This is an optimization exercise on Yosys and OpenROAD, whose aim is a short achievable clock period and few clock cycles per item, not a production implementation.
Where RTL was checked, it was by simulation tests only, not by an equivalence proof against the original.
Power is estimated from default activity; no workload was simulated.

// bitpack_codec
module bitpack_codec (
    input  wire       clk,
    input  wire       rst,
    input  wire       enc_in_valid,
    output wire       enc_in_ready,
    input  wire       enc_in_end,
    input  wire [7:0] enc_in_data,
    output wire       enc_out_valid,
    input  wire       enc_out_ready,
    output wire [7:0] enc_out_data,
    output wire       enc_done,
    output wire       enc_collision,
    input  wire       dec_in_valid,
    output wire       dec_in_ready,
    input  wire       dec_in_eof,
    input  wire [7:0] dec_in_data,
    output wire       dec_out_valid,
    input  wire       dec_out_ready,
    output wire [7:0] dec_out_data,
    output wire       dec_done,
    output wire [2:0] dec_status
);
For scale: about 2900 cells after synthesis, roughly 870 flip-flops, roughly 50 I/O pins, about 40000 um2 of cells after synthesis.
Settings: LEC_CHECK=0, CAP_MARGIN=20, CORE_MARGIN=2, CORE_UTILIZATION=40, SETUP_SLACK_MARGIN=3.4, SLEW_MARGIN=20, TNS_END_PERCENT=100; clock period 6.0 ns.
run.sh (not shown) runs the stock make flow with config.mk's settings and CLKGATE_MAP_FILE= SYNTH_SCRIPT=/design/flow/synth_recipe.tcl, a recipe that flattens the netlist after the stock synthesis.
Rerun with:
--- a/flow/design.v
+++ b/flow/design.v
@@ -168,68 +168,70 @@
         cl <= gl;
         if (!s0v || mv) begin
             s0d <= s1v ? s1d : g0;
             s0l <= s1v ? s1l : glast;
         end
         if (rd) begin
             s1d <= g0;
             s1l <= glast;
         end
         rst_q <= rst;
-        if (rst_q) begin
+        if (rst) begin
             nrdy  <= 1'b0;
             h0d   <= 1'b0;
             h1d   <= 1'b0;
             b_v   <= 1'b0;
             b_end <= 1'b0;
+            ended <= 1'b0;
+        end else begin
+            if (take && !in_end) begin
+                h0d <= h1d;
+                h1d <= 1'b1;
+            end
+            b_v   <= take && !in_end;
+            b_end <= take && in_end;
+            if (take && in_end) ended <= 1'b1;
+            nrdy  <= ended || (take && in_end) || (qc > 4'd4 && !rst_q);
+        end
+        if (rst_q) begin
             kh    <= 4'b0001;
             lt    <= 3'b000;
             coll  <= 1'b0;
-            ended <= 1'b0;
             wp    <= 3'd0;
             rp    <= 3'd0;
             qc    <= 4'd0;
             cm    <= 6'd0;
             s0v   <= 1'b0;
             s0n   <= 1'b1;
             s1v   <= 1'b0;
             done  <= 1'b0;
         end else begin
-            if (take && !in_end) begin
-                h0d <= h1d;
-                h1d <= 1'b1;
-            end
-            b_v   <= take && !in_end;
-            b_end <= take && in_end;
-            if (take && in_end) ended <= 1'b1;
-            nrdy  <= ended || (take && in_end) || (qc > 4'd4);
             if (b_v) begin
                 kh <= b_fm ? {kh[1:0], kh[3:2]} : {kh[2:0], kh[3]};
                 lt <= kfull ? 3'b000 : nlt[2:0];
             end
             if (flush && ctrl1 == 8'h01) coll <= 1'b1;
             if (qpush) wp <= wp + 3'd1;
             if (qpop)  rp <= rp + 3'd1;
             qc <= qc + {3'd0, qpush} - {3'd0, qpop};
             if (rd)               cm <= {1'b0, gm[5:1]};
             else if (ce && avail) cm <= gm;
             if (!s0v || mv) begin
                 s0v <= s1v || rd;
                 s0n <= !(s1v || rd);
                 s1v <= 1'b0;
             end else if (rd) begin
                 s1v <= 1'b1;
             end
             if (mv && s0l) done <= 1'b1;
         end
         if (rst) begin
-            nrdy <= 1'b1;
             s0v  <= 1'b0;
             s0n  <= 1'b1;
             done <= 1'b0;
         end
     end
 endmodule
 module compression_decoder_fsm (
     input  wire       clk,
     input  wire       rst,
     input  wire       in_valid,
@@ -414,66 +416,68 @@
         end
         if (ex) begin
             p0 <= p1;
             p1 <= xb;
         end
         if (!s0v || mv)
             s0d <= s1v ? s1d : xb;
         if (ex)
             s1d <= xb;
         rst_q <= rst;
-        if (rst_q) begin
+        if (rst) begin
             nrdy    <= 1'b0;
             stopped <= 1'b0;
             status  <= ST_NONE;
             lm      <= 4'd0;
             udp     <= 1'b0;
             sp      <= 1'b0;
             first   <= 1'b1;
             t_v     <= 1'b0;
-            fc      <= 5'd0;
-            fne     <= 1'b0;
-            lc      <= 5'd0;
-            lne     <= 1'b0;
-            s0v     <= 1'b0;
-            s0n     <= 1'b1;
-            s1v     <= 1'b0;
-            done    <= 1'b0;
         end else begin
             t_v <= tok_ctl;
             if (tok_ctl) begin
                 udp   <= ud1;
                 sp    <= p_sp;
                 first <= 1'b0;
             end
             lm <= lm_n;
             if (stop_n) begin
                 stopped <= 1'b1;
                 status  <= st_n;
             end
-            nrdy <= stopped || stop_n || (ctl_n && fc > DT);
+            nrdy <= stopped || stop_n || (ctl_n && fc > DT && !rst_q);
+        end
+        if (rst_q) begin
+            fc      <= 5'd0;
+            fne     <= 1'b0;
+            lc      <= 5'd0;
+            lne     <= 1'b0;
+            s0v     <= 1'b0;
+            s0n     <= 1'b1;
+            s1v     <= 1'b0;
+            done    <= 1'b0;
+        end else begin
             fc  <= fc_n;
             fne <= fne_n;
             lc  <= lc_n;
             lne <= lne_n;
             if (!s0v || mv) begin
                 s0v <= s1v || ex;
                 s0n <= !(s1v || ex);
                 s1v <= 1'b0;
             end else if (ex) begin
                 s1v <= 1'b1;
             end
             if (stopped && !t_v && (!fne || (h_lit && !lne)) && !s1v && (!s0v || mv))
                 done <= 1'b1;
         end
         if (rst) begin
-            nrdy <= 1'b1;
             s0v  <= 1'b0;
             s0n  <= 1'b1;
             done <= 1'b0;
         end
     end
 endmodule
 module bitpack_codec (
     input  wire       clk,
     input  wire       rst,
     input  wire       enc_in_valid,
=> The new run passed the timing, design-rule and antenna checks; utilization decreases by 0.36 points; final cell count decreases by 1.2%; non-clock buffer count decreases by 31; worst setup slack gains 0.027 ns; synthesized area decreases by 0.35%; power decreases by 1.4%; hold slack gains 0.012 ns; cell area decreases by 1.9%; via count decreases by 1.5%; synthesized cell count barely changes; routed wire length decreases by 2.6%.
Testbench counts after the change, summed over its fixed seeds: cycles 55,811, items 54,748.
The RTL of the first run of this note was laid out without a check of its function.

* * *

Setup of run 1:
Another version of the RTL of bitpack_codec (not shown whole).
Size: roughly 3100 cells after synthesis, roughly 870 flip-flops.
clock: 6.0 ns
lec_check: 0
cap_margin: 20
core_margin: 2
core_utilization: 40
setup_slack_margin: 3.4
slew_margin: 20
tns_end_percent: 100
Testbench counts of run 1, summed over its fixed seeds: cycles 55,768, items 54,748.
The following lists how run 2 was set up differently from run 1:
-- flow/design.v --
<<< run 1, line 372
        .od_in(p1), .opt0(opt0), .opt1(opt1), .opt2(opt2), .opt3(opt3)
    );
    wire [3:0] hf    = fq[0];
    wire [1:0] h_op  = hf[3:2];
    wire [1:0] h_sel = hf[1:0];
    wire       h_lit = (h_op == OP_LIT);
    wire [7:0] hl    = lq[0];
    wire       ex    = fne && (!h_lit || lne) && !s1v;
    reg  [7:0] xb;
    always @(*) begin
>>> run 2, line 372
        .od_in(p1), .opt0(opt0), .opt1(opt1), .opt2(opt2), .opt3(opt3)
    );
    reg  [3:0] t_h;         
    wire [3:0] hf    = fne ? fq[0] : t_h;
    wire       hv    = fne || (t_v && t_m[0]);
    wire [1:0] h_op  = hf[3:2];
    wire [1:0] h_sel = hf[1:0];
    wire       h_lit = (h_op == OP_LIT);
    wire [7:0] hl    = lq[0];
    wire       ex    = hv && (!h_lit || lne) && !s1v;
    wire       fpq   = hv && h_lit && !lne && !s1v;
    reg  [7:0] xb;
    always @(*) begin
<<< run 1, line 395
    wire       lpop  = ex && h_lit;
    wire [4:0] fsum  = fc + {2'b00, t_n & {3{t_v}}};
    wire [4:0] fc_n  = ex ? fsum - 5'd1 : fsum;
    wire       fne_n = ex ? (fsum > 5'd1) : (fsum != 5'd0);
    assign out_valid  = !(rst || s0n);
    assign out_data   = s0d;
>>> run 2, line 398
    wire       lpop  = ex && h_lit;
    wire [4:0] fsum  = fc + {2'b00, t_n & {3{t_v}}};
    wire [4:0] fc_n  = exf ? fsum - 5'd1 : fsum;
    wire       fne_n = exf ? (fsum > 5'd1) : (fsum != 5'd0);
    assign out_valid  = !(rst || s0n);
    assign out_data   = s0d;
<<< run 1, line 421
    wire [3:0] lm_n    = tok_ctl ? p_lm : (tok_lit ? lm_dec : lm);
    wire       ctl_n   = tok_ctl ? !(g0 || g1 || g2 || g3) : (tok_lit ? (lm_dec == 4'd0) : is_ctl);
    wire [4:0] lc_p    = lpop ? lc - 5'd1 : lc;
    wire [4:0] lc_n    = tok_lit ? lc_p + 5'd1 : lc_p;
    wire       lne_n   = tok_lit || (lpop ? (lc > 5'd1) : (lc != 5'd0));
    reg  [3:0] fq_d [0:DF-1];
    always @(*) begin : fqd
>>> run 2, line 424
    wire [3:0] lm_n    = tok_ctl ? p_lm : (tok_lit ? lm_dec : lm);
    wire       ctl_n   = tok_ctl ? !(g0 || g1 || g2 || g3) : (tok_lit ? (lm_dec == 4'd0) : is_ctl);
    wire       fp      = fpq && tok_lit && (!s0v || mv);
    wire       exf     = ex || fp;
    wire       lpush   = tok_lit && !fp;
    wire [4:0] lc_p    = lpop ? lc - 5'd1 : lc;
    wire [4:0] lc_n    = lpush ? lc_p + 5'd1 : lc_p;
    wire       lne_n   = lpush || (lpop ? (lc > 5'd1) : (lc != 5'd0));
    reg  [3:0] fq_d [0:DF-1];
    always @(*) begin : fqd
<<< run 1, line 429
        reg hit;
        for (jj = 0; jj < DF; jj = jj + 1) begin
            fq_d[jj] = (ex && jj < DF - 1) ? fq[jj+1] : fq[jj];
            hit = 1'b0;
            for (ii = 0; ii < 4; ii = ii + 1) begin
                if (!hit && t_m[ii] && (ex ? (fc == jj + 1 - ii) : (fc == jj - ii))) begin
                    fq_d[jj] = t_f[15-4*ii -: 4];
                    hit = 1'b1;
>>> run 2, line 435
        reg hit;
        for (jj = 0; jj < DF; jj = jj + 1) begin
            fq_d[jj] = (exf && jj < DF - 1) ? fq[jj+1] : fq[jj];
            hit = 1'b0;
            for (ii = 0; ii < 4; ii = ii + 1) begin
                if (!hit && t_m[ii] && (exf ? (fc == jj + 1 - ii) : (fc == jj - ii))) begin
                    fq_d[jj] = t_f[15-4*ii -: 4];
                    hit = 1'b1;
<<< run 1, line 444
        t_sp    <= sp;
        t_m     <= p_m & {4{tok_ctl}};
        for (j = 0; j < DF; j = j + 1) begin
            fq[j] <= fq_d[j];
>>> run 2, line 450
        t_sp    <= sp;
        t_m     <= p_m & {4{tok_ctl}};
        t_h     <= sp ? {OP_MODP, s0} : {s0, (s0 == OP_MODP) ? s1 : 2'b00};
        for (j = 0; j < DF; j = j + 1) begin
            fq[j] <= fq_d[j];
<<< run 1, line 451
                lq[j] <= lq[j+1];
        end
        if (ex) begin
            p0 <= p1;
            p1 <= xb;
        end
        if (!s0v || mv)
            s0d <= s1v ? s1d : xb;
        if (ex)
            s1d <= xb;
>>> run 2, line 458
                lq[j] <= lq[j+1];
        end
        if (exf) begin
            p0 <= p1;
            p1 <= fp ? in_data : xb;
        end
        if (!s0v || mv)
            s0d <= s1v ? s1d : (fp ? in_data : xb);
        if (ex)
            s1d <= xb;
<<< run 1, line 498
            lne <= lne_n;
            if (!s0v || mv) begin
                s0v <= s1v || ex;
                s0n <= !(s1v || ex);
                s1v <= 1'b0;
            end else if (ex) begin
>>> run 2, line 505
            lne <= lne_n;
            if (!s0v || mv) begin
                s0v <= s1v || exf;
                s0n <= !(s1v || exf);
                s1v <= 1'b0;
            end else if (ex) begin
Results
- When run 2 is measured against run 1, its slew at the pin closest to its max-slew limit turns out 110 ps higher.
- The first-iteration DRC count of run 2 is higher than that of run 1.
- Looking at kind of critical path, the in -> out result is from run 1; the in -> reg one comes from run 2.
- Global routing met1 resource utilization: run 2 higher than run 1
- [compare] base=run 1 new=run 2: worst hold slack saw an increase; share of final layout cell area taken by non-clock buffers saw an increase.
Testbench counts of run 2, summed over its fixed seeds: cycles 55,642, items 54,748.

-- static timing again, ports no longer ideal --
How much do the figures lean on ideal ports? The routed layouts below were timed once more, with nothing changed but the port constraints.
Step 1 sets driving cells, clkbuf_16 on the clock port and buf_2 on the other inputs (assumed; they add their load-dependent delay and slew).
Step 2 also shifts input and output timing later by t, the mid clock arrival at the registers, as if the neighbouring blocks saw the same clock.
Slacks: ideal ports / drivers / drivers and shift; pairs: ideal ports / drivers.
| run | t, ns | setup WS [ns] | pins driven straight from the clock port |
|---|---|---|---|
| the first run of note 1 | 0.745 | 3.251 / 3.205 / 2.797 | 1 |
| the second run of note 1 | 0.726 | 3.278 / 3.231 / 2.691 | 1 |
| run 1 | 0.721 | 3.186 / 3.077 / 2.787 | 1 |
| run 2 | 0.718 | 2.977 / 3.005 / 2.286 | 1 |
After both steps setup and hold are still met in every run listed. The setup slack of run 2, which loses most, moves by +0.028 ns with the drivers and by -0.691 ns with both steps.
